Source: an optimization exercise on an open RTL-to-GDS flow (aim: small area). Production flows keep margins and buffers that such runs may drop. At most, simulation tests tie the RTL to the original design; equivalence was not proved. No functional check of the RTL was part of run 1. Power figures rest on the tool's default switching activity, not on a simulated workload.

==> design.v <==
module gpu_htiming (
    input  wire       clk,
    input  wire       rst,
    output wire       sync_n,
    output wire       drawing,
    output wire       overflow,
    output reg  [9:0] coord,
    output reg  [7:0] cnum
);
    reg [7:0] hb;
    reg [2:0] ph;
    reg       act;
    wire bp    = ~hb[7] & ~(hb[6] & (hb[5] | (hb[4] & hb[3])));    
    wire c_end = (coord == 10'd800);
    assign overflow = (hb == 8'd255);
    assign drawing  = (hb == 8'd87) | (act & ~c_end);
    assign sync_n   = ~hb[7];
    always @(posedge clk) begin
        if (rst) begin
            hb    <= 8'd128;
            act   <= 1'b0;
            coord <= 10'd0;
            cnum  <= 8'd0;
            ph    <= 3'd0;
        end else begin
            if (!act) begin
                hb <= hb + 8'd1;
                if (hb == 8'd87) act <= 1'b1;
            end else if (c_end) begin
                act <= 1'b0;
            end
            if (hb == 8'd86) begin
                coord <= 10'd0;
                cnum  <= 8'd0;
                ph    <= 3'd0;
            end else if (act | bp) begin
                coord <= coord + 10'd1;
                if (ph == 3'd4) begin
                    ph   <= 3'd0;
                    cnum <= cnum + 8'd1;
                end else begin
                    ph   <= ph + 3'd1;
                end
            end
        end
    end
endmodule
module gpu_vtiming (
    input  wire       clk,
    input  wire       rst,
    input  wire       en,
    output wire       sync_n,
    output reg        drawing,
    output wire       overflow,
    output reg  [9:0] coord,
    output reg  [7:0] cnum
);
    reg [4:0] vb;
    reg [2:0] ph;
    wire sync  = vb[4] & vb[3] & vb[2];
    wire c_end = (coord == 10'd599);
    assign sync_n   = ~sync;
    assign overflow = en & (vb == 5'd31);
    always @(posedge clk) begin
        if (rst) begin
            vb      <= 5'd28;
            drawing <= 1'b0;
            coord   <= 10'd0;
            cnum    <= 8'd0;
            ph      <= 3'd0;
        end else if (en) begin
            if (!drawing) begin
                vb <= (vb == 5'd31) ? 5'd4 : vb + 5'd1;
                if (vb == 5'd26) drawing <= 1'b1;
            end else if (c_end) begin
                drawing <= 1'b0;
            end
            if (vb == 5'd26) begin
                coord <= 10'd0;
                cnum  <= 8'd0;
                ph    <= 3'd0;
            end else if (drawing | (vb < 5'd26)) begin
                coord <= coord + 10'd1;
                if (ph == 3'd4) begin
                    ph   <= 3'd0;
                    cnum <= cnum + 8'd1;
                end else begin
                    ph   <= ph + 3'd1;
                end
            end
        end
    end
endmodule
module gpu_rasterizer (
    input  wire        clk,
    input  wire        rst,
    input  wire        start,
    input  wire [31:0] seg,
    output wire        write,
    output reg  [7:0]  x,
    output reg  [7:0]  y,
    output reg         done
);
    localparam [1:0] S_WAIT = 2'd0, S_UPDATE = 2'd1, S_UPDATE_NEXT = 2'd2, S_DRAW = 2'd3;
    reg [1:0] state;
    reg [7:0] ex, ey;
    reg [7:0] mx, my;
    reg       sx, sy;
    reg [9:0] err;
    wire draw = (state == S_DRAW);
    assign write = draw;
    wire [8:0] tx = {1'b0, ex} + {1'b0, ~x};      
    wire [8:0] ty = {1'b0, ey} + {1'b0, ~y};
    wire [10:0] e2  = {err, 1'b0};
    wire [10:0] c1s = e2 + {3'b000, my} + {10'd0, ~sy};
    wire [10:0] c2s = {3'b000, mx} + ~e2 + {9'd0, ~sx, sx};
    wire c1 = ~c1s[10];             
    wire c2 = ~c2s[10];             
    wire xe = (x == ex);
    wire ye = (y == ey);
    wire finish = xe & ye;      
    wire t1 = ~draw | c1;
    wire t2 = ~draw | c2;
    wire [9:0] opa = draw ? err : 10'd0;
    wire [9:0] opb = t1 ? {2'b11, ~my} : 10'd0;
    wire [9:0] opc = t2 ? {2'b00, mx} : 10'd0;
    wire [9:0] err_n = opa + opb + opc + {9'd0, t1 & sy} + {9'd0, t2 & ~sx};
    always @(posedge clk) begin
        if (rst) begin
            state <= S_WAIT;
            done  <= 1'b0;
        end else begin
            done <= draw & finish;
            case (state)
                S_WAIT:        if (start) state <= S_UPDATE;
                S_UPDATE:      state <= S_UPDATE_NEXT;
                S_UPDATE_NEXT: state <= S_DRAW;
                default:       if (finish) state <= S_WAIT;
            endcase
        end
    end
    always @(posedge clk) begin
        case (state)
            S_WAIT: begin
                x  <= seg[31:24];
                y  <= seg[23:16];
                ex <= seg[15:8];
                ey <= seg[7:0];
            end
            S_UPDATE: begin
                mx <= tx[8] ? tx[7:0] : ~tx[7:0];
                my <= ty[8] ? ty[7:0] : ~ty[7:0];
                sx <= ~tx[8];
                sy <= ~ty[8];
            end
            default: ;
        endcase
        if (state == S_UPDATE_NEXT || (draw && !finish))
            err <= err_n;
        if (draw && !finish && c1)
            x <= x + {{7{sx}}, 1'b1};
        if (draw && !finish && c2)
            y <= y + {{7{sy}}, 1'b1};
    end
endmodule
module gpu_lineset (
    input  wire        clk,
    input  wire        rst,
    input  wire        frame,
    input  wire        gate,
    input  wire        done,
    input  wire        bounds_we,
    input  wire [13:0] bounds_start,
    input  wire [13:0] bounds_end,
    output wire        rd_req,
    output reg  [13:0] rd_index,
    output wire        ras_start
);
    localparam [2:0] LS_IDLE = 3'd0, LS_ARM = 3'd1, LS_READ = 3'd2,
                     LS_LATCH = 3'd3, LS_RUN = 3'd4;
    reg [2:0]  state;
    reg [13:0] start_index, end_index;
    assign rd_req    = (state == LS_READ) & gate;
    assign ras_start = (state == LS_LATCH);
    always @(posedge clk) begin
        if (rst) begin
            state       <= LS_IDLE;
            start_index <= 14'd0;      
            end_index   <= 14'd0;      
        end else begin
            if (bounds_we) begin
                start_index <= bounds_start;
                end_index   <= bounds_end;
            end
            if (frame) begin
                state <= LS_ARM;
            end else begin
                case (state)
                    LS_ARM:   state <= (start_index <= end_index) ? LS_READ : LS_IDLE;
                    LS_READ:  if (gate) state <= LS_LATCH;
                    LS_LATCH: state <= LS_RUN;
                    LS_RUN:   if (done) state <= (rd_index == end_index) ? LS_IDLE : LS_READ;
                    default: ;
                endcase
            end
        end
    end
    always @(posedge clk) begin
        if (state == LS_ARM)
            rd_index <= start_index;
        else if (state == LS_RUN && done)
            rd_index <= rd_index + 14'd1;
    end
endmodule
module gpu_decoder (
    input  wire        clk,
    input  wire        rst,
    input  wire        rx_valid,
    input  wire [7:0]  rx_data,
    input  wire        frame,
    output reg         wr_req,
    output reg  [13:0] idx,
    output reg  [31:0] seg,
    output wire        bounds_we,
    output wire [13:0] bs,
    output wire [13:0] be,
    output reg         tx_valid,
    output wire [7:0]  tx_data
);
    localparam [3:0] CMD = 4'd0, WR_IDX0 = 4'd1, WR_Y1 = 4'd6, VSYNC = 4'd8,
                     BOUNDS_S0 = 4'd9, BOUNDS_COMMIT = 4'd13;
    reg [3:0] state;
    reg       ack;
    assign bounds_we = (state == BOUNDS_COMMIT) & frame;
    assign tx_data   = {ack, ~ack, ack, ack, ack, ack, ~ack, ack};    
    assign bs        = idx;
    assign be        = {seg[21:16], seg[31:24]};
    always @(posedge clk) begin
        if (rst) begin
            state    <= CMD;
            wr_req   <= 1'b0;
            tx_valid <= 1'b0;
        end else begin
            wr_req   <= 1'b0;
            tx_valid <= 1'b0;
            case (state)
                BOUNDS_COMMIT, VSYNC: begin
                    if (frame) begin
                        tx_valid <= 1'b1;
                        ack      <= 1'b1;
                        state    <= CMD;
                    end
                end
                default: begin
                    if (rx_valid) begin
                        case (state)
                            CMD: begin
                                case (rx_data)
                                    8'h00: begin tx_valid <= 1'b1; ack <= 1'b0; end
                                    8'h01:   state <= WR_IDX0;
                                    8'h02:   state <= BOUNDS_S0;
                                    8'h03:   state <= VSYNC;
                                    default: ;
                                endcase
                            end
                            WR_Y1: begin
                                wr_req   <= 1'b1;
                                tx_valid <= 1'b1;
                                ack      <= 1'b1;
                                state    <= CMD;
                            end
                            default: state <= state + 4'd1;
                        endcase
                    end
                end
            endcase
        end
    end
    always @(posedge clk) begin
        if (rx_valid) begin
            case (state)
                4'd1, 4'd9:  idx[7:0]   <= rx_data;
                4'd2, 4'd10: idx[13:8]  <= rx_data[5:0];
                4'd3, 4'd11: seg[31:24] <= rx_data;
                4'd4, 4'd12: seg[23:16] <= rx_data;
                4'd5:        seg[15:8]  <= rx_data;
                4'd6:        seg[7:0]   <= rx_data;
                default: ;
            endcase
        end
    end
endmodule
module gpu_arbiter (
    input  wire        clk,
    input  wire        rst,
    input  wire        wr_req,
    input  wire [13:0] wr_index,
    input  wire [31:0] wr_seg,
    input  wire        rd_req,
    input  wire [13:0] rd_index,
    output wire        seg_re,
    output wire        seg_we,
    output wire [13:0] seg_addr,
    output reg  [31:0] seg_wdata
);
    reg        pend_valid;
    reg [13:0] pend_index;
    always @(posedge clk) begin
        if (rst)
            pend_valid <= 1'b0;
        else if (wr_req)
            pend_valid <= 1'b1;
        else if (!rd_req)
            pend_valid <= 1'b0;
    end
    always @(posedge clk) begin
        if (wr_req) begin
            pend_index <= wr_index;
            seg_wdata  <= wr_seg;
        end
    end
    assign seg_re   = rd_req & ~rst;
    assign seg_we   = ~rd_req & pend_valid & ~rst;
    assign seg_addr = rd_req ? rd_index : pend_index;
endmodule
module gpu_fbread (
    input  wire [7:0]  xc,
    input  wire [7:0]  yc,
    input  wire        de,
    input  wire [2:0]  rdata,
    output wire [7:0]  cx,
    output wire [7:0]  cy,
    output reg  [11:0] rgb
);
    assign cx = xc;
    assign cy = yc;
    always @(*) begin
        case ({de, rdata})
            4'd8:    rgb = 12'h000;
            4'd9:    rgb = 12'h00A;
            4'd10:   rgb = 12'h0A0;
            4'd11:   rgb = 12'h0AA;
            4'd12:   rgb = 12'hA00;
            4'd13:   rgb = 12'hA0A;
            4'd14:   rgb = 12'hA50;
            4'd15:   rgb = 12'hFFF;
            default: rgb = 12'h000;
        endcase
    end
endmodule
module gpu_core (
    input  wire        clk,
    input  wire        rst,           
    input  wire        rx_valid,
    input  wire [7:0]  rx_data,
    output wire        tx_valid,
    output wire [7:0]  tx_data,
    input  wire        fill_req,
    output wire [11:0] rgb,
    output wire        hsync,
    output wire        vsync,
    output wire        de,
    output wire [9:0]  x,
    output wire [9:0]  y,
    output wire        frame,
    output wire        line,
    output wire        valid_data,
    output wire        in_bounds,
    output wire        seg_re,
    output wire        seg_we,
    output wire [13:0] seg_addr,
    output wire [31:0] seg_wdata,
    input  wire [31:0] seg_rdata,
    output wire        fb_rd_bank,
    output wire [7:0]  fb_rd_cx,
    output wire [7:0]  fb_rd_cy,
    input  wire [2:0]  fb_rdata,
    output wire        fb_we,
    output wire        fb_wr_bank,
    output wire [7:0]  fb_wr_cx,
    output wire [7:0]  fb_wr_cy,
    output wire [2:0]  fb_wdata
);
    wire h_sync_n, h_drawing, h_overflow;
    wire [7:0] xcell, ycell;
    wire v_sync_n, v_drawing, v_overflow;
    gpu_htiming u_h (
        .clk(clk), .rst(rst),
        .sync_n(h_sync_n), .drawing(h_drawing), .overflow(h_overflow), .coord(x), .cnum(xcell)
    );
    gpu_vtiming u_v (
        .clk(clk), .rst(rst), .en(h_overflow),
        .sync_n(v_sync_n), .drawing(v_drawing), .overflow(v_overflow), .coord(y), .cnum(ycell)
    );
    assign line       = h_overflow;
    assign frame      = v_overflow;
    assign valid_data = h_drawing & v_drawing;
    assign in_bounds  = h_drawing;
    assign hsync      = h_sync_n;
    assign vsync      = v_sync_n;
    reg selected;
    reg de_q;
    always @(posedge clk) begin
        if (rst) begin
            selected <= 1'b0;
            de_q     <= 1'b0;
        end else begin
            de_q <= valid_data;
            if (v_overflow)
                selected <= ~selected;
        end
    end
    wire [7:0] rd_cx, rd_cy;
    gpu_fbread u_fb (
        .xc(xcell), .yc(ycell), .de(de_q), .rdata(fb_rdata),
        .cx(rd_cx), .cy(rd_cy), .rgb(rgb)
    );
    assign fb_rd_bank = ~selected;
    assign fb_rd_cx   = rd_cx;
    assign fb_rd_cy   = rd_cy;
    assign de         = de_q;
    wire        ras_write, ras_done;
    wire [7:0]  ras_x, ras_y;
    wire        ls_rd_req, ls_ras_start;
    wire [13:0] ls_rd_index;
    wire        dec_wr_req, dec_bounds_we;
    wire [13:0] dec_idx, dec_bs, dec_be;
    wire [31:0] dec_seg;
    gpu_rasterizer u_ras (
        .clk(clk), .rst(rst), .start(ls_ras_start), .seg(seg_rdata),
        .write(ras_write), .x(ras_x), .y(ras_y), .done(ras_done)
    );
    gpu_lineset u_ls (
        .clk(clk), .rst(rst), .frame(v_overflow), .gate(v_sync_n), .done(ras_done),
        .bounds_we(dec_bounds_we), .bounds_start(dec_bs), .bounds_end(dec_be),
        .rd_req(ls_rd_req), .rd_index(ls_rd_index), .ras_start(ls_ras_start)
    );
    gpu_decoder u_dec (
        .clk(clk), .rst(rst), .rx_valid(rx_valid), .rx_data(rx_data), .frame(v_overflow),
        .wr_req(dec_wr_req), .idx(dec_idx), .seg(dec_seg),
        .bounds_we(dec_bounds_we), .bs(dec_bs), .be(dec_be),
        .tx_valid(tx_valid), .tx_data(tx_data)
    );
    gpu_arbiter u_arb (
        .clk(clk), .rst(rst), .wr_req(dec_wr_req), .wr_index(dec_idx), .wr_seg(dec_seg),
        .rd_req(ls_rd_req), .rd_index(ls_rd_index),
        .seg_re(seg_re), .seg_we(seg_we), .seg_addr(seg_addr), .seg_wdata(seg_wdata)
    );
    assign fb_we      = (ras_write | fill_req) & ~rst;
    assign fb_wr_bank = selected;
    assign fb_wr_cx   = ras_write ? ras_x : rd_cx;
    assign fb_wr_cy   = ras_write ? ras_y : rd_cy;
    assign fb_wdata   = {3{ras_write}};
endmodule
==> flow/run.sh <==
#!/bin/bash
# The standard layout (standard.sh) with three changes, each tool's output in its own log:
#  - synthesis maps the logic with the area-oriented ABC script in flow/abc_area.script,
#  - without ORFS's hard adder cells (ADDER_MAP_FILE empty), so ABC optimises adders too;
#    registers are mapped exactly as in the standard synthesis,
#  - the port buffers are the smallest buffer, sky130_fd_sc_hd__buf_1.
set -u
rm -rf myscripts
cp -r "$FLOW_HOME/scripts" myscripts
cp flow/abc_area.script myscripts/abc_area.script
export BUFFER_PORTS_ARGS="-buffer_cell sky130_fd_sc_hd__buf_1"
bash standard.sh SCRIPTS_DIR="$PWD/myscripts" ADDER_MAP_FILE= finish > standard.log 2>&1
==> flow/abc_area.script <==
strash
&get -n
&fraig -x
&put
scorr
dc2
strash
&get -n
&dch -f
&nf -R 1000
&put
strash
&get -n
&dch -f
&nf -R 1000
&put
==> standard.sh <==
#!/bin/bash
# synth_recipe.tcl (not shown) runs the flow's synth.tcl, then flattens the netlist and writes it again
# the make line also repeats each setting of config.mk as NAME=value (left out here)
make -C /OpenROAD-flow-scripts/flow DESIGN_CONFIG=/design/flow/config.mk WORK_HOME=/design/flow/orfs CLKGATE_MAP_FILE= SYNTH_SCRIPT=/design/flow/synth_recipe.tcl "${@:-finish}"
==> config.mk <==
export PLATFORM = sky130hd
export DESIGN_NAME = gpu_core
export DESIGN_NICKNAME = gpu_core
export VERILOG_FILES = /design/flow/design.v
export SDC_FILE = /design/flow/constraint.sdc
export NUM_CORES = 4
export LEC_CHECK = 0
export ABC_AREA = 1
export CAP_MARGIN = 20
export CORE_MARGIN = 2
export CORE_UTILIZATION = 40
export PLACE_DENSITY = 0.6
export SLEW_MARGIN = 20
==> constraint.sdc <==
create_clock -name core_clock -period 10.0 [get_ports {clk}]
set_input_delay 2.0000 -clock core_clock [delete_from_list [all_inputs] [get_ports {clk}]]
set_output_delay 2.0000 -clock core_clock [all_outputs]
set_load 0.01 [all_outputs]
==> impl_metrics.yaml, run 1 <==
synthesis:
  yosys.area.top_type: "edfxtp_1"
  synth_fp_nets: 1257
  ys.flop_type: "edfxtp_1"
  ys_seq_area_share_pct: 57.0
  synth_cell_types: 51
  ys_warn_count: 8
  synth_edf_count: 167
  synthTopCellsByArea: "edfxtp_1 41%, dfxtp_1 16%, xnor2_1 6.3%"
  yosysTopAreaCellShare_pct: 40.8
  syn-cell-area_um2: 12300
  ys_async_sr_fraction_pct: 0
  ys_seq_elements: 267
  syn_area_per_cell_um2: 10.2
  postSynthCellCount: 1210
final_layout:
  final_core_util_pct: 47.3
  layout_commonest_cell: "buf_1"
  final_cell_mix: "179 x buf_1, 167 x edfxtp_1, 158 x nand2_1"
  fin_nets: 1462
  final_cell_area_um2: 14400
  area_growth_pct: 17.1
  drive_above_1_share_pct: 3.96
  layout.cells.non_filler: 1836
die:
  num_rows: 64
  initial_core_util_pct: 40.4
  die_width_um: 179
  die_area_um2: 32200
  io_pins: 181
  coreArea_um2: 30400
  die_y_um: 179
sta:
  worstMarginPinSlew_ns: 1.05
  rsz0062_at_grt: "false"
  fin_tns_setup_ns: 0
  fin_crit_ns: 6.37
  post-route-period-util_pct: 63.7
  setup_violations: 0
  report.final.slew_viol_count: 0
  hold_viol: 0
  finClkSkew_ns: 0.0155
  max_freq_mhz: 157
  setup_ws_ns: 3.63
  timing.slew.headroom_pct: 29.9
  holdWs_ns: 0.417
pwr:
  seq_power_share_pct: 50.4
  intPower_mw: 1.86
  p_comb_share_pct: 4.6
  power.leakage_nw: 4.85
  p_switching_uw: 511
  vdd_ir_drop_max_uv: 119
  swShare_pct: 21.5
  p_clk_share_pct: 44.9
  power.total_mw: 2.37
  p_per_area_nw_per_um2: 165
clock_network:
  clk_pin_slew_ns: 0.06
  cts-resized-gates: 0
  numCtsBuffers: 29
  htreeDepth: 1
  holdBufCountCts: 0
  cts_buffer_depth: 3
  clock_sinks: 267
  cts_setup_buffers: 0
  cts_tree: "yes"
  clockRootBuffer: "clkbuf_16"
  clk_latency_ns: 0.55
global_route:
  antenna_found_initial: 2
  grt_pass1_wl_um: 47000
  grtUsageTotal_pct: 18.5
  grt_pass1_vias: 8716
  grt_max_degree: 48
  overflow: 0
detailed_routing:
  drt-total-wl_um: 30200
  avgRoutedWirePerCell_um: 16.4
  first_pass_iters: 5
  final_antenna_net_count: 0
  num_vias: 9572
  avgViaCountPerCell: 5.21
  drc: 0
  initialDrtViolationCount: 641
placement:
  place_inst: 1780
  gp_congestion: 0.890
  dp_hpwl_um: 22000
  place_area_um2: 13400
  place_ws_ns: 3.66
  numPortBuffers: 180
setup_path:
  crit_slowest_cell: "edfxtp_1"
  crit_fanout: 14
  endpoint_kind: "register"
  worstPathRequired_ns: 10.31
  cp-start-kind: "register"
  worst-setup-path-type: "reg2reg"
  path_buf_inv: 1
  cpPeakStageDelay_ns: 0.74
  cpLargestDelayFamily: "adder cells"
  worstPathArrival_ns: 6.68
  cpMostUsedCell: "nor2_1"
status:
  status: "complete, no violations"
run:
  drv_cap: 0
worst_hold_path:
  hp-class: "reg2reg"
power by group through the flow:
stage | Clock, mW | Sequential (mW) | Combinational (mW)
detailed placement | 0 | 1.22 | 0.110
global route | 1.14 | 1.20 | 0.122
global placement | 0 | 1.22 | 0.108
floorplan | 0 | 1.22 | 0.0755
CTS | 1.09 | 1.20 | 0.110
finish | 1.07 | 1.20 | 0.109
cell families after synthesis:
| group | after synthesis | share of synthesized area [%] |
|---|---|---|
| flops | 267 | 57.0 |
| mux | 2 | 0.173 |
| compound gates | 244 | 11.9 |
| fa+ha+maj | 16 | 1.30 |
| simple gates | 497 | 18.4 |
| buf+inv | 60 | 2.35 |
| xor+xnor | 124 | 8.83 |
registers in the layout, summed over array words and instances (netlist names), 10 cells and up:
| signal | count |
|---|---|
| u_h.coord | 10 |
| u_ls.rd_index | 14 |
| u_dec.idx | 14 |
| u_ras.err | 10 |
| u_dec.seg | 32 |
| u_arb.pend_index | 14 |
| u_v.coord | 10 |
| u_arb.seg_wdata | 32 |
| u_ls.end_index | 14 |
| u_ls.start_index | 14 |
final cells by class:
cell class,count,area [um2]
diodes,2,5.00
well taps,396,495
clock inverters,13,133
clock buffers,41,832
fillers,2869,16000
flip-flops and latches,267,7020
multi-input cells,883,5000
inverters,43,161
repair buffers,191,759
synthesized netlist by cell type, drive strengths merged, types with 17 or more instances:
cell type	count
edfxtp	167
nand2	158
nor2	153
dfxtp	100
a21oi	96
xnor2	88
o21ai	57
clkinv	43
nor3	40
xor2	36
nor2b	29
nand3	26
nand2b	25
a211oi	19
and3	18
buf	17
per-layer routing:
layer  global-route usage (%)  up-vias  share of wire (%)  wire (um)
li1                         -     4717                  -          -
met1                     26.8     4563                 47      14200
met2                     29.2      251                 45      13700
met3                     2.76       41                5.6       1690
met4                     4.60        0                2.0        602
met5                        0        -                  0          0
final timing paths:
check / from / to / slack [ns] / depth (start not counted)
worst max-delay path: u_ras.sy / u_ras.err[9] / 3.63 / 26
worst max register to register: u_ras.sy / u_ras.err[9] / 3.63 / 26
worst min-delay path: u_dec.seg[2] / u_arb.seg_wdata[2] / 0.42 / 0
worst min register to register: u_dec.seg[2] / u_arb.seg_wdata[2] / 0.42 / 0
worst register-to-register path, cell delays in order, from the launching register on:
cell	delay (ns)
edfxtp_1	0.74
clkinv_1	0.21
a22oi_1	0.17
o21ai_0	0.12
o221ai_1	0.09
a21oi_1	0.10
a221o_1	0.27
o2111ai_1	0.12
xor2_1	0.14
nor2_1	0.56
nor2_1	0.17
xnor2_1	0.24
xnor2_1	0.10
and3_1	0.20
nor2_1	0.17
a31oi_1	0.15
nor2_1	0.12
nor2_1	0.07
maj3_1	0.39
maj3_1	0.41
maj3_1	0.41
maj3_1	0.41
maj3_1	0.40
nand2_1	0.08
nand2_1	0.10
a21oi_1	0.14
nor2_1	0.06
==> run 2, diff against run 1 <==
--- a/design.v
+++ b/design.v
@@ -4,11 +4,9 @@
     output wire       sync_n,
     output wire       drawing,
     output wire       overflow,
-    output reg  [9:0] coord,
-    output reg  [7:0] cnum
+    output reg  [9:0] coord
 );
     reg [7:0] hb;
-    reg [2:0] ph;
     reg       act;
     wire bp    = ~hb[7] & ~(hb[6] & (hb[5] | (hb[4] & hb[3])));    
     wire c_end = (coord == 10'd800);
@@ -20,8 +18,6 @@
             hb    <= 8'd128;
             act   <= 1'b0;
             coord <= 10'd0;
-            cnum  <= 8'd0;
-            ph    <= 3'd0;
         end else begin
             if (!act) begin
                 hb <= hb + 8'd1;
@@ -29,19 +25,10 @@
             end else if (c_end) begin
                 act <= 1'b0;
             end
-            if (hb == 8'd86) begin
+            if (hb == 8'd86)
                 coord <= 10'd0;
-                cnum  <= 8'd0;
-                ph    <= 3'd0;
-            end else if (act | bp) begin
+            else if (act | bp)
                 coord <= coord + 10'd1;
-                if (ph == 3'd4) begin
-                    ph   <= 3'd0;
-                    cnum <= cnum + 8'd1;
-                end else begin
-                    ph   <= ph + 3'd1;
-                end
-            end
         end
     end
 endmodule
@@ -52,11 +39,9 @@
     output wire       sync_n,
     output reg        drawing,
     output wire       overflow,
-    output reg  [9:0] coord,
-    output reg  [7:0] cnum
+    output reg  [9:0] coord
 );
     reg [4:0] vb;
-    reg [2:0] ph;
     wire sync  = vb[4] & vb[3] & vb[2];
     wire c_end = (coord == 10'd599);
     assign sync_n   = ~sync;
@@ -66,8 +51,6 @@
             vb      <= 5'd28;
             drawing <= 1'b0;
             coord   <= 10'd0;
-            cnum    <= 8'd0;
-            ph      <= 3'd0;
         end else if (en) begin
             if (!drawing) begin
                 vb <= (vb == 5'd31) ? 5'd4 : vb + 5'd1;
@@ -75,19 +58,10 @@
             end else if (c_end) begin
                 drawing <= 1'b0;
             end
-            if (vb == 5'd26) begin
+            if (vb == 5'd26)
                 coord <= 10'd0;
-                cnum  <= 8'd0;
-                ph    <= 3'd0;
-            end else if (drawing | (vb < 5'd26)) begin
+            else if (drawing | (vb < 5'd26))
                 coord <= coord + 10'd1;
-                if (ph == 3'd4) begin
-                    ph   <= 3'd0;
-                    cnum <= cnum + 8'd1;
-                end else begin
-                    ph   <= ph + 3'd1;
-                end
-            end
         end
     end
 endmodule
@@ -324,16 +298,18 @@
     assign seg_addr = rd_req ? rd_index : pend_index;
 endmodule
 module gpu_fbread (
-    input  wire [7:0]  xc,
-    input  wire [7:0]  yc,
+    input  wire [9:0]  x,
+    input  wire [9:0]  y,
     input  wire        de,
     input  wire [2:0]  rdata,
     output wire [7:0]  cx,
     output wire [7:0]  cy,
     output reg  [11:0] rgb
 );
-    assign cx = xc;
-    assign cy = yc;
+    wire [9:0] cx_full = x / 10'd5;
+    wire [9:0] cy_full = y / 10'd5;
+    assign cx = cx_full[7:0];
+    assign cy = cy_full[7:0];
     always @(*) begin
         case ({de, rdata})
             4'd8:    rgb = 12'h000;
@@ -382,15 +358,14 @@
     output wire [2:0]  fb_wdata
 );
     wire h_sync_n, h_drawing, h_overflow;
-    wire [7:0] xcell, ycell;
     wire v_sync_n, v_drawing, v_overflow;
     gpu_htiming u_h (
         .clk(clk), .rst(rst),
-        .sync_n(h_sync_n), .drawing(h_drawing), .overflow(h_overflow), .coord(x), .cnum(xcell)
+        .sync_n(h_sync_n), .drawing(h_drawing), .overflow(h_overflow), .coord(x)
     );
     gpu_vtiming u_v (
         .clk(clk), .rst(rst), .en(h_overflow),
-        .sync_n(v_sync_n), .drawing(v_drawing), .overflow(v_overflow), .coord(y), .cnum(ycell)
+        .sync_n(v_sync_n), .drawing(v_drawing), .overflow(v_overflow), .coord(y)
     );
     assign line       = h_overflow;
     assign frame      = v_overflow;
@@ -412,7 +387,7 @@
     end
     wire [7:0] rd_cx, rd_cy;
     gpu_fbread u_fb (
-        .xc(xcell), .yc(ycell), .de(de_q), .rdata(fb_rdata),
+        .x(x), .y(y), .de(de_q), .rdata(fb_rdata),
         .cx(rd_cx), .cy(rd_cy), .rgb(rgb)
     );
     assign fb_rd_bank = ~selected;
==> flow/abc_area.script (replaced) <==
strash
dc2
dch -f
amap
topo
--- a/config.mk
+++ b/config.mk
@@ -9,5 +9,7 @@
 export CAP_MARGIN = 20
 export CORE_MARGIN = 2
 export CORE_UTILIZATION = 40
+export CTS_CLUSTER_DIAMETER = 100
+export CTS_CLUSTER_SIZE = 25
 export PLACE_DENSITY = 0.6
 export SLEW_MARGIN = 20
==> impl_metrics.yaml, run 2 <==
sta:
  finClkSkew_ns: 0.0252
  post-route-period-util_pct: 90.4
  hold_viol: 0
  max_freq_mhz: 111
  timing.slew.headroom_pct: 34.5
  setup_violations: 0
  fin_tns_setup_ns: 0
  worstMarginPinSlew_ns: 0.975
  report.final.slew_viol_count: 0
  rsz0062_at_grt: "false"
  fin_crit_ns: 9.04
detailed_routing:
  num_vias: 10000
  initialDrtViolationCount: 708
  first_pass_iters: 5
  drc: 0
  avgViaCountPerCell: 5.25
  avgRoutedWirePerCell_um: 16.0
  final_antenna_net_count: 0
  drt-total-wl_um: 30500
global_route:
  grtUsageTotal_pct: 19.4
  grt_pass1_wl_um: 47900
  grt_pass1_vias: 8958
  grt_max_degree: 57
  antenna_found_initial: 0
  overflow: 0
synthesis:
  ys.flop_type: "edfxtp_1"
  ys_seq_area_share_pct: 56.0
  ys_warn_count: 8
  yosys.area.top_type: "edfxtp_1"
  synthTopCellsByArea: "edfxtp_1 43%, dfxtp_1 13%, nor2_1 7.3%"
  synth_fp_nets: 1370
  syn_area_per_cell_um2: 8.88
  ys_seq_elements: 245
  synth_most_common_cell: "nor2_1"
  yosysTopAreaCellShare_pct: 42.7
  syn-cell-area_um2: 11800
  ys_top_cells_by_count: "228 x nor2_1, 179 x clkinv_1, 167 x edfxtp_1"
  postSynthCellCount: 1323
  synth_cell_types: 41
  synth_edf_count: 167
  ys_async_sr_fraction_pct: 0
clock_network:
  cts_tree: "yes"
  numCtsBuffers: 14
  cts-resized-gates: 0
  cts_setup_buffers: 0
  holdBufCountCts: 0
  clockRootBuffer: "clkbuf_16"
  clk_pin_slew_ns: 0.10
  clk_latency_ns: 0.50
  cts_buffer_depth: 3
  htreeDepth: 1
  clock_sinks: 245
status:
  status: "complete, no violations"
pwr:
  power.leakage_nw: 4.41
  p_per_area_nw_per_um2: 138
  vdd_ir_drop_max_uv: 103
setup_path:
  r2r_start: "u_ras.sx"
  endpoint_kind: "output port"
  crit_slowest_cell: "a211oi_1"
  cpMostUsedCell: "nor2_1"
  cp-start-kind: "register"
  crit_fanout: 6
  cpPeakStageDelay_ns: 0.49
  worstPathArrival_ns: 7.04
  startpoint: "u_v.coord[8]"
  worst-setup-path-type: "reg2out"
  worstPathRequired_ns: 8.00
placement:
  numPortBuffers: 180
  dp_hpwl_um: 23300
  gp_congestion: 0.891
  place_inst: 1885
final_layout:
  num_antenna_cells: 0
  final_cell_mix: "227 x nor2_1, 180 x buf_1, 179 x clkinv_1"
  layout.cells.non_filler: 1910
  reg_top3: "u_arb.seg_wdata: 32 flops, u_dec.seg: 32 flops"
  nFillCells: 2836
  drive_above_1_share_pct: 2.56
  fin_nets: 1565
  layout_commonest_cell: "nor2_1"
  final_core_util_pct: 46.4
  area_growth_pct: 13.8
run:
  drv_cap: 0
die:
  die_width_um: 175
  io_pins: 181
  die_area_um2: 30800
  num_rows: 62
  coreArea_um2: 28900
  die_y_um: 175
  initial_core_util_pct: 40.7
worst_hold_path:
  hp-start: "u_dec.seg[7]"
  hp-class: "reg2reg"
[run 2: critical path: cells and delay by family, from the launching register on]
kind,cells,cell delay (ns)
simple gates,14,1.75
flops,1,0.37
buf+inv,8,1.13
compound gates,15,3.29
[run 2: layout make-up]
type	instances	area (um2)	share of cell area, %
Clock buffer	22	432	3.23
Clock inverter	2	32.5	0.243
Inverter	179	672	5.02
Multi-Input combinational cell	881	4380	32.7
Sequential cell	245	6580	49.2
Tap cell	384	480	3.59
Timing Repair Buffer	197	803	6.01
[run 2: worst paths after layout]
kind / endpoint / slack, ns / cells past startpoint
setup reg to reg: u_ras.err[9] / 3.96 / 33
hold reg to reg: u_arb.seg_wdata[7] / 0.43 / 0
hold / removal: u_arb.seg_wdata[7] / 0.43 / 0
setup / recovery: fb_wr_cy[0] / 0.96 / 37
[run 2: stage by stage]
stage	power (mW)	hold WS [ns]	worst slack (ns)	area, um2
global placement	1.22	0.402	2.12	12900
detailed placement	1.22	0.405	1.63	12900
CTS	1.87	0.424	1.02	13400
floorplan	1.19	0.400	2.03	11800
global route	1.92	0.433	0.0735	13400
finish	1.85	0.427	0.962	13400
[run 2: routing by layer]
metal  global-route usage (%)  vias up  part of all wire [%]
li1                         -     5128                     -
met1                     28.6     4602                    49
met2                     29.8      263                    44
met3                     3.72       32                   6.1
met4                     3.68        0                   1.5
met5                        0        -                     0
[run 2: report_power, final]
group / internal (mW) / leakage, nW / switching, mW
clock network: 0.306 / 0.225 / 0.339
logic: 0.0316 / 2.00 / 0.0698
registers: 1.09 / 2.18 / 0.00915
total: 1.43 / 4.41 / 0.418
[run 2: cells by family after synthesis]
group | share of synthesized area [%]
buffers and inverters | 6.83
flip-flops | 56.0
AND/OR/NAND/NOR | 16.1
AO/OA/AOI/OAI | 21.1
==> run 3, diff against run 2 <==
--- a/config.mk
+++ b/config.mk
@@ -9,7 +9,5 @@
 export CAP_MARGIN = 20
 export CORE_MARGIN = 2
 export CORE_UTILIZATION = 40
-export CTS_CLUSTER_DIAMETER = 100
-export CTS_CLUSTER_SIZE = 25
 export PLACE_DENSITY = 0.6
 export SLEW_MARGIN = 20
==> impl_metrics.yaml, run 3 <==
clock_network:
  htreeDepth: 1
  cts_tree: "yes"
  clk_latency_ns: 0.55
  cts_buffer_depth: 3
  holdBufCountCts: 0
  clk_pin_slew_ns: 0.06
  cts-resized-gates: 0
  clockRootBuffer: "clkbuf_16"
  cts_setup_buffers: 0
  numCtsBuffers: 27
  clock_sinks: 245
final_layout:
  final_cell_mix: "227 x nor2_1, 183 x clkinv_1, 180 x buf_1"
  area_growth_pct: 17.9
  drive_above_1_share_pct: 3.80
  reg_top3: "u_arb.seg_wdata: 32 flops, u_dec.seg: 32 flops"
  layout_commonest_cell: "nor2_1"
  num_antenna_cells: 0
  fin_nets: 1578
synthesis:
  synthTopCellsByArea: "edfxtp_1 43%, dfxtp_1 13%, nor2_1 7.3%"
  ys_async_sr_fraction_pct: 0
  synth_compound_area_share_pct: 21.1
  syn_area_per_cell_um2: 8.88
  synth_fa_ha_area_share_pct: 0
  synth_edf_count: 167
  synth_cell_types: 41
  ys.flop_type: "edfxtp_1"
  ys_seq_area_share_pct: 56.0
  yosys.area.top_type: "edfxtp_1"
  ys_top_cells_by_count: "228 x nor2_1, 179 x clkinv_1, 167 x edfxtp_1"
  syn-cell-area_um2: 11800
  synth_fp_nets: 1370
  muxShareOfSynthArea_pct: 0
  synth_top_family_by_area: "compound AO/OA/AOI/OAI gates"
  yosysTopAreaCellShare_pct: 42.7
  synth_most_common_cell: "nor2_1"
  postSynthCellCount: 1323
  ys_seq_elements: 245
  synth_xor_xnor_area_share_pct: 0
  ys_warn_count: 8
  synthSimpleGateAreaFrac_pct: 16.1
setup_path:
  cpMostUsedCell: "nor2_1"
  cp-start-kind: "register"
  crit_slowest_cell: "o21ai_0"
  r2r.worst_path.cells: 33
  worstPathArrival_ns: 6.97
  endpoint_kind: "output port"
  worst-setup-path-type: "reg2out"
  crit_fanout: 6
  cpPeakStageDelay_ns: 0.46
  worstPathRequired_ns: 8.00
  rrSetupSlack_ns: 3.96
die:
  die_y_um: 175
  initial_core_util_pct: 40.7
  num_rows: 62
  coreArea_um2: 28900
  io_pins: 181
  die_area_um2: 30800
  die_width_um: 175
status:
  status: "complete, no violations"
detailed_routing:
  num_vias: 10100
  first_pass_iters: 5
  drt-total-wl_um: 30900
  final_antenna_net_count: 0
  avgRoutedWirePerCell_um: 15.9
  drc: 0
  initialDrtViolationCount: 822
  avgViaCountPerCell: 5.22
run:
  drv_cap: 0
pwr:
  p_per_area_nw_per_um2: 163
  power.leakage_nw: 4.63
  vdd_ir_drop_max_uv: 108
sta:
  holdWs_ns: 0.414
  fin_tns_setup_ns: 0
  worstMarginPinSlew_ns: 0.965
  rsz0062_at_grt: "false"
  setup_violations: 0
  finClkSkew_ns: 0.0141
  report.final.slew_viol_count: 0
  max_freq_mhz: 112
  timing.slew.headroom_pct: 35.2
  post-route-period-util_pct: 89.7
  hold_viol: 0
  fin_crit_ns: 8.97
placement:
  numPortBuffers: 180
  dp_hpwl_um: 23300
  gp_congestion: 0.891
global_route:
  grt_pass1_wl_um: 48400
  antenna_found_initial: 0
  grtUsageTotal_pct: 19.6
  overflow: 0
  grt_max_degree: 57
  grt_pass1_vias: 9107
worst_hold_path:
  worstHoldPathCells: 0
  hp-class: "reg2reg"
==> run 3: changes by cell type in the layout (fill, tap and decap cells not counted), sizes merged <==
cell	previous run	this run
bufinv	0	5
clkinvlp	0	2
clkbuf	22	35
inv	0	1
clkinv	181	186
==> run 3: worst max-delay path: cells and delay by family (launching register included) <==
family / cells / cell delay [ns]
DFF: 1 / 0.35
and+or+nand+nor: 14 / 1.73
AOI/OAI and AO/OA: 15 / 3.22
buffers and inverters: 8 / 1.13
==> run 3: path summary, 6_finish.rpt <==
kind                               startpoint                   to
worst max-delay path             u_v.coord[8]          fb_wr_cy[0]
worst min-delay path            u_dec.seg[11]  u_arb.seg_wdata[11]
worst max register to register       u_ras.sx         u_ras.err[9]
worst min register to register  u_dec.seg[11]  u_arb.seg_wdata[11]
==> run 3: stage by stage <==
stage	std cells	cell area (um2)	setup WS (ns)	total power, mW	utilization, %
2_1_floorplan	1323	11800	2.03	1.19	-
3_3_place_gp	1885	12900	2.12	1.22	44.7
3_5_place_dp	1885	12900	1.63	1.22	44.7
4_1_cts	1935	13800	0.992	2.28	48.0
5_1_grt	1936	13900	0.0451	2.34	48.0
6_report	1936	13900	1.03	2.26	48.0
==> run 3: where the power goes <==
part,switching [mW],internal [mW]
clock,0.418,0.642
sequential,0.00905,1.09
combinational,0.0692,0.0316
==> run 3: kinds of logic after synthesis <==
logic type             after synthesis
AND/OR/NAND/NOR                    456
buffers and inverters              197
flip-flops                         245
AO/OA/AOI/OAI                      425
==> run 3: per-layer routing <==
layer	vias up	track usage, %	part of all wire, %
met1	4648	28.6	48
met2	255	29.9	44
met3	34	4.26	6.9
met5	-	0	0
li1	5176	-	-
met4	0	4.24	1.5
==> run 3: final cells by class <==
| cell class | count | area, um2 |
|---|---|---|
| fill | 2776 | 15000 |
| clock inverter | 15 | 215 |
| inverter | 179 | 672 |
| clock buffer | 35 | 726 |
| timing repair buffer | 197 | 803 |
| sequential | 245 | 6580 |
| tap | 384 | 480 |
| multi-input combinational | 881 | 4380 |
==> run 4, diff against run 3 <==
--- a/design.v
+++ b/design.v
@@ -310,19 +310,12 @@
     wire [9:0] cy_full = y / 10'd5;
     assign cx = cx_full[7:0];
     assign cy = cy_full[7:0];
-    always @(*) begin
-        case ({de, rdata})
-            4'd8:    rgb = 12'h000;
-            4'd9:    rgb = 12'h00A;
-            4'd10:   rgb = 12'h0A0;
-            4'd11:   rgb = 12'h0AA;
-            4'd12:   rgb = 12'hA00;
-            4'd13:   rgb = 12'hA0A;
-            4'd14:   rgb = 12'hA50;
-            4'd15:   rgb = 12'hFFF;
-            default: rgb = 12'h000;
-        endcase
-    end
+    wire r_a = de & rdata[2];                                 
+    wire g_a = de & rdata[1] & (rdata[0] | ~rdata[2]);        
+    wire g_5 = de & rdata[2] & rdata[1];                      
+    wire b_a = de & rdata[0];                                 
+    wire all = de & rdata[2] & rdata[1] & rdata[0];           
+    always @(*) rgb = {r_a, all, r_a, all, g_a, g_5, g_a, g_5, b_a, all, b_a, all};
 endmodule
 module gpu_core (
     input  wire        clk,
==> flow/abc_area.script (replaced) <==
strash
&get -n
&deepsyn -T 60
&put
dch -f
amap
topo
--- a/config.mk
+++ b/config.mk
@@ -8,6 +8,8 @@
 export ABC_AREA = 1
 export CAP_MARGIN = 20
 export CORE_MARGIN = 2
-export CORE_UTILIZATION = 40
-export PLACE_DENSITY = 0.6
+export CORE_UTILIZATION = 60
+export CTS_CLUSTER_DIAMETER = 100
+export CTS_CLUSTER_SIZE = 25
+export PLACE_DENSITY = 0.75
 export SLEW_MARGIN = 20
==> impl_metrics.yaml, run 4 <==
clock_network:
  clk_latency_ns: 0.48
  numCtsBuffers: 13
  cts_tree: "yes"
  htreeDepth: 1
  clockRootBuffer: "clkbuf_16"
  cts_setup_buffers: 0
  cts_buffer_depth: 3
  holdBufCountCts: 0
  clock_sinks: 245
  cts-resized-gates: 0
  clk_pin_slew_ns: 0.10
synthesis:
  ys_top_cells_by_count: "229 x nor2_1, 167 x edfxtp_1, 160 x clkinv_1"
  yosysTopAreaCellShare_pct: 43.5
  syn_area_per_cell_um2: 9.34
  synth_cell_types: 49
  ys_seq_elements: 245
  syn-cell-area_um2: 11500
  synth_most_common_cell: "nor2_1"
  ys_seq_area_share_pct: 57.0
  synthTopCellsByArea: "edfxtp_1 43%, dfxtp_1 14%, nor2_1 7.4%"
  ys_async_sr_fraction_pct: 0
  synth_edf_count: 167
  synth_fp_nets: 1283
  postSynthCellCount: 1236
  ys_warn_count: 8
  ys.flop_type: "edfxtp_1"
  yosys.area.top_type: "edfxtp_1"
worst_hold_path:
  hp-class: "reg2reg"
final_layout:
  final_core_util_pct: 68.3
  area_growth_pct: 11.1
  layout.cells.non_filler: 1665
  fin_nets: 1468
  final_cell_area_um2: 12800
  drive_above_1_share_pct: 2.24
  final_cell_mix: "227 x nor2_1, 180 x buf_1, 167 x edfxtp_1"
  reg_top3: "u_arb.seg_wdata: 32 flops, u_dec.seg: 32 flops"
  layout_commonest_cell: "nor2_1"
  seq_area_um2: 6580
  multiInputGateArea_um2: 4200
  nFillCells: 1511
pwr:
  vdd_ir_drop_max_uv: 163
  power.leakage_nw: 4.29
  power.total_mw: 1.73
  p_per_area_nw_per_um2: 135
die:
  die_y_um: 143
  num_rows: 50
  io_pins: 181
  coreArea_um2: 18800
  die_width_um: 143
  die_area_um2: 20400
  initial_core_util_pct: 61.5
setup_path:
  worst-setup-path-type: "reg2out"
  cp-start-kind: "register"
  crit_slowest_cell: "dfxtp_1"
  cpMostUsedCell: "o21ai_0"
  endpoint_kind: "output port"
  cpPeakStageDelay_ns: 0.45
  cpLargestDelayFamily: "compound AO/OA/AOI/OAI gates"
  path_buf_inv: 5
  crit_fanout: 7
  worstPathRequired_ns: 8.00
  worstPathArrival_ns: 5.05
placement:
  gp_congestion: 0.918
  place_area_um2: 12400
  numPortBuffers: 180
  place_inst: 1640
  dp_hpwl_um: 21000
sta:
  report.final.slew_viol_count: 0
  rsz0062_at_grt: "false"
  post-route-period-util_pct: 70.5
  fin_tns_setup_ns: 0
  worstMarginPinSlew_ns: 0.923
  fin_crit_ns: 7.05
  setup_violations: 0
  timing.slew.headroom_pct: 38.0
  hold_viol: 0
  finClkSkew_ns: 0.0120
  max_freq_mhz: 142
global_route:
  grt_pass1_vias: 8791
  overflow: 0
  grt_max_degree: 48
  grt_pass1_wl_um: 44300
  antenna_found_initial: 3
  grtUsageTotal_pct: 27.5
detailed_routing:
  final_antenna_net_count: 0
  first_pass_iters: 5
  num_vias: 9740
  avgRoutedWirePerCell_um: 17.0
  avgViaCountPerCell: 5.85
  initialDrtViolationCount: 837
  drc: 0
  drt-total-wl_um: 28200
run:
  drv_cap: 0
status:
  status: "complete, no violations"
[run 4: cell types whose count changed after synthesis, sizes merged, moves of 11 or more]
cell,previous run,this run
a21oi,118,82
a32o,0,30
clkinv,179,160
nand2,140,129
o21a,20,6
o21ai,160,115
o22ai,53,29
[run 4: cell type report]
type | instances | share of cell area (%)
clock buffer | 20 | 2.74
sequential | 245 | 51.3
timing repair buffer | 193 | 6.03
multi-input combinational | 808 | 32.8
tap | 234 | 2.28
antenna | 3 | 0.0585
inverter | 160 | 4.68
clock inverter | 2 | 0.117
[run 4: path summary, 6_finish.rpt]
path	endpoint	slack, ns	cells after the start	start
worst max-delay path	fb_wr_cx[0]	2.95	29	u_h.coord[9]
worst min-delay path	u_arb.seg_wdata[15]	0.42	0	u_dec.seg[15]
worst max register to register	u_ras.err[8]	4.67	31	u_ras.sx
worst min register to register	u_arb.seg_wdata[15]	0.42	0	u_dec.seg[15]
[run 4: kinds of logic after synthesis]
logic type / count (synthesis) / synth area share, %
DFF: 245 / 57.0
buffers and inverters: 183 / 6.67
AOI/OAI and AO/OA: 365 / 20.5
and+or+nand+nor: 443 / 15.8
[run 4: through the flow]
stage	setup WS [ns]	hold WS [ns]
floorplan	3.87	0.400
global placement	3.90	0.401
detailed placement	3.60	0.405
CTS	3.05	0.426
global route	2.30	0.433
finish	2.95	0.425
[run 4: worst reg2reg max path, delay by kind of cell, from the launching register on]
kind	cells	cell delay [ns]
flip-flops	1	0.48
AND/OR/NAND/NOR	17	2.15
AO/OA/AOI/OAI	12	2.06
buffers and inverters	2	0.39
[run 4: layer usage]
| metal | track usage (%) | vias to the layer above | share of wire, % |
|---|---|---|---|
| li1 | - | 4858 | - |
| met1 | 40.6 | 4472 | 45 |
| met2 | 43.0 | 366 | 45 |
| met3 | 4.23 | 42 | 7.6 |
| met4 | 6.88 | 2 | 2.1 |
| met5 | 0 | - | 0.039 |
[run 4: where the power goes]
group	total [mW]	leakage [nW]	switching, mW	internal (mW)
Clock	0.556	0.177	0.307	0.249
Combinational	0.0779	1.93	0.0532	0.0247
Sequential	1.09	2.18	0.00660	1.09
==> run 5, diff against run 4 <==
--- a/config.mk
+++ b/config.mk
@@ -8,8 +8,8 @@
 export ABC_AREA = 1
 export CAP_MARGIN = 20
 export CORE_MARGIN = 2
-export CORE_UTILIZATION = 60
+export CORE_UTILIZATION = 40
 export CTS_CLUSTER_DIAMETER = 100
 export CTS_CLUSTER_SIZE = 25
-export PLACE_DENSITY = 0.75
+export PLACE_DENSITY = 0.6
 export SLEW_MARGIN = 20
==> impl_metrics.yaml, run 5 <==
sta:
  timing.slew.headroom_pct: 32.1
  rsz0062_at_grt: "false"
  fin_crit_ns: 7.01
  hold_viol: 0
  fin_tns_setup_ns: 0
  worstMarginPinSlew_ns: 1.01
  report.final.slew_viol_count: 0
  finClkSkew_ns: 0.0172
  post-route-period-util_pct: 70.1
  max_freq_mhz: 143
  setup_violations: 0
synthesis:
  ys_async_sr_fraction_pct: 0
  ys_top_cells_by_count: "229 x nor2_1, 167 x edfxtp_1, 160 x clkinv_1"
  synth_most_common_cell: "nor2_1"
  syn-cell-area_um2: 11500
  ys.flop_type: "edfxtp_1"
  synth_cell_types: 49
  yosys.area.top_type: "edfxtp_1"
  synthTopCellsByArea: "edfxtp_1 43%, dfxtp_1 14%, nor2_1 7.4%"
  synth_fp_nets: 1283
  yosysTopAreaCellShare_pct: 43.5
  ys_seq_area_share_pct: 57.0
  postSynthCellCount: 1236
  syn_area_per_cell_um2: 9.34
  ys_seq_elements: 245
  synth_edf_count: 167
  ys_warn_count: 8
setup_path:
  worstPathArrival_ns: 5.01
  crit_path_end: "fb_wr_cx[0]"
  worst-setup-path-type: "reg2out"
  worstPathRequired_ns: 8.00
  r2r_start: "u_ras.sx"
  endpoint_kind: "output port"
  cpPeakStageDelay_ns: 0.45
  crit_fanout: 7
  rrSetupSlack_ns: 4.58
  r2r.worst_path.cells: 31
  cp-start-kind: "register"
  reg2reg_to: "u_ras.err[8]"
  crit_slowest_cell: "dfxtp_1"
  cpMostUsedCell: "o21ai_0"
  startpoint: "u_h.coord[9]"
clock_network:
  holdBufCountCts: 0
  clk_pin_slew_ns: 0.10
  cts_tree: "yes"
  htreeDepth: 1
  cts_setup_buffers: 0
  cts-resized-gates: 0
  cts_buffer_depth: 3
  numCtsBuffers: 14
  clock_sinks: 245
  clockRootBuffer: "clkbuf_16"
  clk_latency_ns: 0.50
worst_hold_path:
  hp-start: "u_dec.seg[3]"
  hp-class: "reg2reg"
pwr:
  p_per_area_nw_per_um2: 138
  power.leakage_nw: 4.33
  vdd_ir_drop_max_uv: 107
status:
  status: "complete, no violations"
final_layout:
  drive_above_1_share_pct: 2.66
  final_core_util_pct: 45.9
  area_growth_pct: 13.6
  layout.cells.non_filler: 1817
  layout_commonest_cell: "nor2_1"
  reg_top3: "u_arb.seg_wdata: 32 flops, u_dec.seg: 32 flops"
  final_cell_mix: "228 x nor2_1, 179 x buf_1, 167 x edfxtp_1"
  nFillCells: 2843
  fin_nets: 1470
die:
  die_y_um: 174
  die_width_um: 174
  num_rows: 62
  io_pins: 181
  coreArea_um2: 28500
  initial_core_util_pct: 40.4
  die_area_um2: 30200
global_route:
  grt_pass1_wl_um: 46900
  met2_usage_pct: 30.4
  overflow: 0
  grtUsageTotal_pct: 19.4
  grt_pass1_vias: 8650
  grt-busiest-layer: "met2"
  antenna_found_initial: 2
  use_met1_pct: 28.5
  grt_use_met3_pct: 2.39
  grt_max_degree: 48
placement:
  gp_congestion: 0.881
  numPortBuffers: 180
  dp_hpwl_um: 22900
  place_inst: 1791
detailed_routing:
  avgRoutedWirePerCell_um: 16.6
  final_antenna_net_count: 0
  drc: 0
  first_pass_iters: 5
  drt-total-wl_um: 30200
  avgViaCountPerCell: 5.31
  initialDrtViolationCount: 619
  num_vias: 9642
run:
  drv_cap: 0
## run 5: cell type report
type | instances | area [um2] | share of cell area (%)
Multi-Input combinational cell | 808 | 4220 | 32.2
Timing Repair Buffer | 194 | 782 | 5.97
Clock buffer | 20 | 394 | 3.01
Antenna cell | 2 | 5.00 | 0.0382
Sequential cell | 245 | 6580 | 50.2
Tap cell | 384 | 480 | 3.67
Inverter | 160 | 601 | 4.58
Clock inverter | 4 | 47.5 | 0.363
## run 5: worst min path at each step
stage / endpoint / cells after the start / slack [ns]
after floorplan: u_arb.seg_wdata[0] / 0 / 0.40
after global placement: u_arb.seg_wdata[8] / 0 / 0.40
after detailed placement: u_arb.seg_wdata[11] / 0 / 0.40
after CTS: u_arb.seg_wdata[15] / 0 / 0.43
after global routing: u_arb.seg_wdata[13] / 0 / 0.43
final: u_arb.seg_wdata[3] / 0 / 0.42
## run 5: metrics by stage
stage	setup WS (ns)	power (mW)	hold WS (ns)	area, um2
floorplan	3.87	1.16	0.400	11500
global placement	3.84	1.19	0.401	12600
detailed placement	3.64	1.19	0.405	12600
CTS	3.06	1.82	0.427	13100
global route	2.30	1.87	0.431	13100
finish	2.99	1.80	0.420	13100
## run 5: worst max-delay path: cells and delay by family (launching register included)
family / cells / cell delay, ns
buf+inv: 5 / 0.77
simple gates: 9 / 1.04
flops: 1 / 0.45
compound gates: 15 / 2.23
## run 5: per-layer routing
layer / wire length [um] / vias up
met4: 604 / 0
li1: - / 4866
met3: 1490 / 36
met2: 13500 / 277
met1: 14500 / 4463
met5: 0 / -
## run 5: power by group
group	switching, mW	internal [mW]
Sequential	0.00669	1.09
Combinational	0.0540	0.0248
Clock	0.343	0.288
Total	0.404	1.40
## run 5: cells by family (layout without fill, tap and decap cells)
| kind of cell | after synthesis | count (layout) | synth area share (%) |
|---|---|---|---|
| other | 0 | 2 | 0 |
| AND/OR/NAND/NOR | 443 | 443 | 15.8 |
| flip-flops | 245 | 245 | 57.0 |
| buffers and inverters | 183 | 378 | 6.67 |
| AO/OA/AOI/OAI | 365 | 365 | 20.5 |
==> run 6, diff against run 5 <==
--- a/design.v
+++ b/design.v
@@ -4,10 +4,10 @@
     output wire       sync_n,
     output wire       drawing,
     output wire       overflow,
+    output reg        act,           
     output reg  [9:0] coord
 );
     reg [7:0] hb;
-    reg       act;
     wire bp    = ~hb[7] & ~(hb[6] & (hb[5] | (hb[4] & hb[3])));    
     wire c_end = (coord == 10'd800);
     assign overflow = (hb == 8'd255);
@@ -154,6 +154,9 @@
                      LS_LATCH = 3'd3, LS_RUN = 3'd4;
     reg [2:0]  state;
     reg [13:0] start_index, end_index;
+    wire        arm = (state == LS_ARM);
+    wire [14:0] nxt = arm ? {1'b0, start_index} : {1'b0, rd_index} + 15'd1;
+    wire        le  = (nxt <= {1'b0, end_index});
     assign rd_req    = (state == LS_READ) & gate;
     assign ras_start = (state == LS_LATCH);
     always @(posedge clk) begin
@@ -170,20 +173,18 @@
                 state <= LS_ARM;
             end else begin
                 case (state)
-                    LS_ARM:   state <= (start_index <= end_index) ? LS_READ : LS_IDLE;
+                    LS_ARM:   state <= le ? LS_READ : LS_IDLE;
                     LS_READ:  if (gate) state <= LS_LATCH;
                     LS_LATCH: state <= LS_RUN;
-                    LS_RUN:   if (done) state <= (rd_index == end_index) ? LS_IDLE : LS_READ;
+                    LS_RUN:   if (done) state <= le ? LS_READ : LS_IDLE;
                     default: ;
                 endcase
             end
         end
     end
     always @(posedge clk) begin
-        if (state == LS_ARM)
-            rd_index <= start_index;
-        else if (state == LS_RUN && done)
-            rd_index <= rd_index + 14'd1;
+        if (arm || (state == LS_RUN && done))
+            rd_index <= nxt[13:0];
     end
 endmodule
 module gpu_decoder (
@@ -350,11 +351,11 @@
     output wire [7:0]  fb_wr_cy,
     output wire [2:0]  fb_wdata
 );
-    wire h_sync_n, h_drawing, h_overflow;
+    wire h_sync_n, h_drawing, h_overflow, h_act;
     wire v_sync_n, v_drawing, v_overflow;
     gpu_htiming u_h (
         .clk(clk), .rst(rst),
-        .sync_n(h_sync_n), .drawing(h_drawing), .overflow(h_overflow), .coord(x)
+        .sync_n(h_sync_n), .drawing(h_drawing), .overflow(h_overflow), .act(h_act), .coord(x)
     );
     gpu_vtiming u_v (
         .clk(clk), .rst(rst), .en(h_overflow),
@@ -367,13 +368,11 @@
     assign hsync      = h_sync_n;
     assign vsync      = v_sync_n;
     reg selected;
-    reg de_q;
+    wire de_q = h_act & v_drawing;
     always @(posedge clk) begin
         if (rst) begin
             selected <= 1'b0;
-            de_q     <= 1'b0;
         end else begin
-            de_q <= valid_data;
             if (v_overflow)
                 selected <= ~selected;
         end
--- a/config.mk
+++ b/config.mk
@@ -8,8 +8,9 @@
 export ABC_AREA = 1
 export CAP_MARGIN = 20
 export CORE_MARGIN = 2
-export CORE_UTILIZATION = 40
-export CTS_CLUSTER_DIAMETER = 100
-export CTS_CLUSTER_SIZE = 25
-export PLACE_DENSITY = 0.6
+export CORE_UTILIZATION = 60
+export CTS_BUF_LIST = sky130_fd_sc_hd__clkbuf_8
+export CTS_CLUSTER_DIAMETER = 60
+export CTS_CLUSTER_SIZE = 15
+export PLACE_DENSITY = 0.75
 export SLEW_MARGIN = 20
==> impl_metrics.yaml, run 6 <==
detailed_routing:
  drt-met1-wl_um: 12200
  avgViaCountPerCell: 5.76
  avgRoutedWirePerCell_um: 16.1
  drt-total-wl_um: 27100
  drc: 0
  dr_wl_met2_um: 11900
  num_vias: 9652
  maxUsedRoutingLayer: "met4"
  first_pass_iters: 5
  initialDrtViolationCount: 723
  final_antenna_net_count: 0
  wl_met3_um: 2190
clock_network:
  clock_sinks: 244
  numCtsBuffers: 21
  cts_setup_buffers: 0
  clk_pin_slew_ns: 0.09
  cts_tree: "yes"
  htreeDepth: 1
  holdBufCountCts: 0
  clockRootBuffer: "clkbuf_8"
  cts-resized-gates: 0
  clk_latency_ns: 0.52
  cts_buffer_depth: 3
sta:
  finClkSkew_ns: 0.0212
  fin_tns_setup_ns: 0
  post-route-period-util_pct: 72.6
  fin_crit_ns: 7.26
  report.final.slew_viol_count: 0
  rsz0062_at_grt: "false"
  setup_violations: 0
  hold_viol: 0
  worstMarginPinSlew_ns: 1.02
  max_freq_mhz: 138
  timing.slew.headroom_pct: 31.6
die:
  io_pins: 181
  num_rows: 50
  die_area_um2: 20200
  die_y_um: 142
  coreArea_um2: 18700
  initial_core_util_pct: 61.1
  die_width_um: 142
global_route:
  grt_pass1_vias: 8587
  antenna_found_initial: 2
  grt_pass1_wl_um: 42800
  grtUsageTotal_pct: 26.7
  overflow: 0
  grt_max_degree: 48
setup_path:
  r2r.worst_path.cells: 32
  cp-start-kind: "register"
  startpoint: "u_v.coord[9]"
  rrSetupSlack_ns: 4.41
  crit_fanout: 7
  r2r_start: "u_ras.sx"
  worst-setup-path-type: "reg2out"
  cpPeakStageDelay_ns: 0.60
  crit_slowest_cell: "a311oi_1"
  path_cells: "clkinv_1 -> nor2_1 -> clkinv_1 -> o21ai_0 -> a31oi_1 -> a311oi_1 -> a21oi_1 -> a311oi_1 -> clkinv_1 -> o22ai_1 -> clkinv_1 -> nor2_1 -> clkinv_1 -> nor2_1 -> a21oi_1 -> nor3_1 -> nor3_1 -> nand2_1 -> a21oi_1 -> o21ai_0 -> nor2_1 -> a21oi_1 -> buf_1"
  cpMostUsedCell: "clkinv_1"
  cpLargestDelayFamily: "compound AO/OA/AOI/OAI gates"
  path_buf_inv: 6
  endpoint_kind: "output port"
  reg2reg_to: "u_ras.err[9]"
  worstPathRequired_ns: 8.00
  worstPathArrival_ns: 5.26
synthesis:
  ys_top_cells_by_count: "210 x nor2_1, 190 x clkinv_1, 167 x edfxtp_1"
  syn-cell-area_um2: 11400
  synth_cell_types: 49
  ys_seq_area_share_pct: 57.4
  ys_seq_elements: 244
  synth_edf_count: 167
  postSynthCellCount: 1231
  ys_async_sr_fraction_pct: 0
  ys.flop_type: "edfxtp_1"
  yosys.area.top_type: "edfxtp_1"
  yosysTopAreaCellShare_pct: 43.9
  syn_area_per_cell_um2: 9.28
  synthTopCellsByArea: "edfxtp_1 44%, dfxtp_1 13%, nor2_1 6.9%"
  ys_warn_count: 8
  synth_fp_nets: 1278
  synth_most_common_cell: "nor2_1"
pwr:
  p_per_area_nw_per_um2: 138
  power.total_mw: 1.77
  p_switching_uw: 380
  p_clk_share_pct: 34.2
  vdd_ir_drop_max_uv: 104
  power.leakage_nw: 4.40
  swShare_pct: 21.4
  seq_power_share_pct: 61.5
  p_comb_share_pct: 4.3
  intPower_mw: 1.39
final_layout:
  fin_nets: 1474
  nFillCells: 1552
  drive_above_1_share_pct: 3.05
  layout.cells.non_filler: 1677
  reg_top3: "u_arb.seg_wdata: 32 flops, u_dec.seg: 32 flops"
  area_growth_pct: 12.1
  final_cell_mix: "209 x nor2_1, 190 x clkinv_1, 180 x buf_1"
  layout_commonest_cell: "nor2_1"
status:
  status: "complete, no violations"
placement:
  dp_hpwl_um: 19800
  place_inst: 1637
  gp_congestion: 0.932
  numPortBuffers: 180
worst_hold_path:
  holdPathEnd: "u_arb.seg_wdata[9]"
  hp-class: "reg2reg"
  worstHoldPathCells: 0
  hp-start: "u_dec.seg[9]"
run:
  drv_cap: 0
run 6: layer usage:
metal  GRT usage [%]  vias to the layer above
met5               0                        -
li1                -                     4813
met2            41.8                      363
met3            4.71                       55
met4            7.68                        0
met1            38.7                     4421
run 6: worst register-to-register path: cells and delay by family, from the launching register on:
kind                   cells  cell delay [ns]
AOI/OAI and AO/OA         16             2.81
and+or+nand+nor           14             1.73
buffers and inverters      2             0.37
DFF                        1             0.42
run 6: logic make-up after synthesis:
group           count (synthesis)  synth area share [%]
simple gates                  413                  15.1
compound gates                361                  19.9
buf+inv                       213                  7.72
flops                         244                  57.4
run 6: power by group through the flow:
stage               sequential [mW]  combinational, mW  clock (mW)
floorplan                      1.11             0.0469           0
global placement               1.11             0.0733           0
detailed placement             1.11             0.0754           0
CTS                            1.09             0.0757       0.621
global route                   1.09             0.0875       0.653
finish                         1.09             0.0770       0.606
run 6: layout make-up:
cell class	count	area (um2)	share of cell area, %
sequential	244	6560	51.2
multi-input combinational	774	3990	31.2
timing repair buffer	196	803	6.27
inverter	190	713	5.57
clock buffer	22	303	2.36
tap	234	293	2.28
clock inverter	15	143	1.11
antenna	2	5.00	0.0391
run 6: how the worst max path moves through the flow:
| stage | end | slack, ns | cells past startpoint |
|---|---|---|---|
| finish | fb_wr_cy[0] | 2.74 | 23 |
| global route | fb_wr_cy[0] | 2.16 | 23 |
| CTS | fb_wr_cy[0] | 2.81 | 23 |
| detailed placement | fb_wr_cy[0] | 3.45 | 23 |
| global placement | fb_wr_cy[0] | 3.68 | 23 |
| floorplan | fb_wr_cy[0] | 3.86 | 22 |
run 6: metrics by stage:
step | hold WS, ns | cell area (um2) | setup slack, ns | utilization, %
after CTS | 0.421 | 12800 | 2.81 | 68.4
final | 0.420 | 12800 | 2.74 | 68.5
after global placement | 0.401 | 12300 | 3.68 | 66.0
after floorplan | 0.400 | 11400 | 3.86 | -
after global routing | 0.430 | 12800 | 2.16 | 68.5
after detailed placement | 0.405 | 12300 | 3.45 | 66.0

==> afterwards: timing with drivers on the ports <==
The flow's constraints put no driver on any port. The routed layouts listed below were extracted and timed again, unchanged, in two steps. Step 1 (the two cells are an assumption about what drives the block):
set clk [get_ports {clk}]
set_driving_cell -lib_cell sky130_fd_sc_hd__clkbuf_16 $clk
set_driving_cell -lib_cell sky130_fd_sc_hd__buf_2 [delete_from_list [all_inputs] $clk]
Step 2 also shifts input and output timing later by t, the mid clock arrival at the registers, as if the neighbouring blocks saw the same clock. Three values: ideal ports, drivers, drivers and shift; two values: the first two.
| run | shift t [ns] | setup slack, ns | slew at the worst register clock pin (ns) | pins driven straight from the clock port |
|---|---|---|---|---|
| run 1 | 0.594 | 3.628 / 3.628 / 3.628 | 0.06 / 0.06 | 1 |
| run 2 | 0.534 | 0.962 / 0.911 / 1.446 | 0.11 / 0.11 | 1 |
| run 3 | 0.596 | 1.032 / 0.981 / 1.577 | 0.06 / 0.06 | 1 |
| run 4 | 0.518 | 2.953 / 2.904 / 3.423 | 0.10 / 0.10 | 1 |
| run 5 | 0.542 | 2.993 / 2.943 / 3.486 | 0.10 / 0.10 | 1 |
| run 6 | 0.553 | 2.739 / 2.698 / 3.252 | 0.10 / 0.10 | 1 |
After both steps every run listed still meets setup and hold.
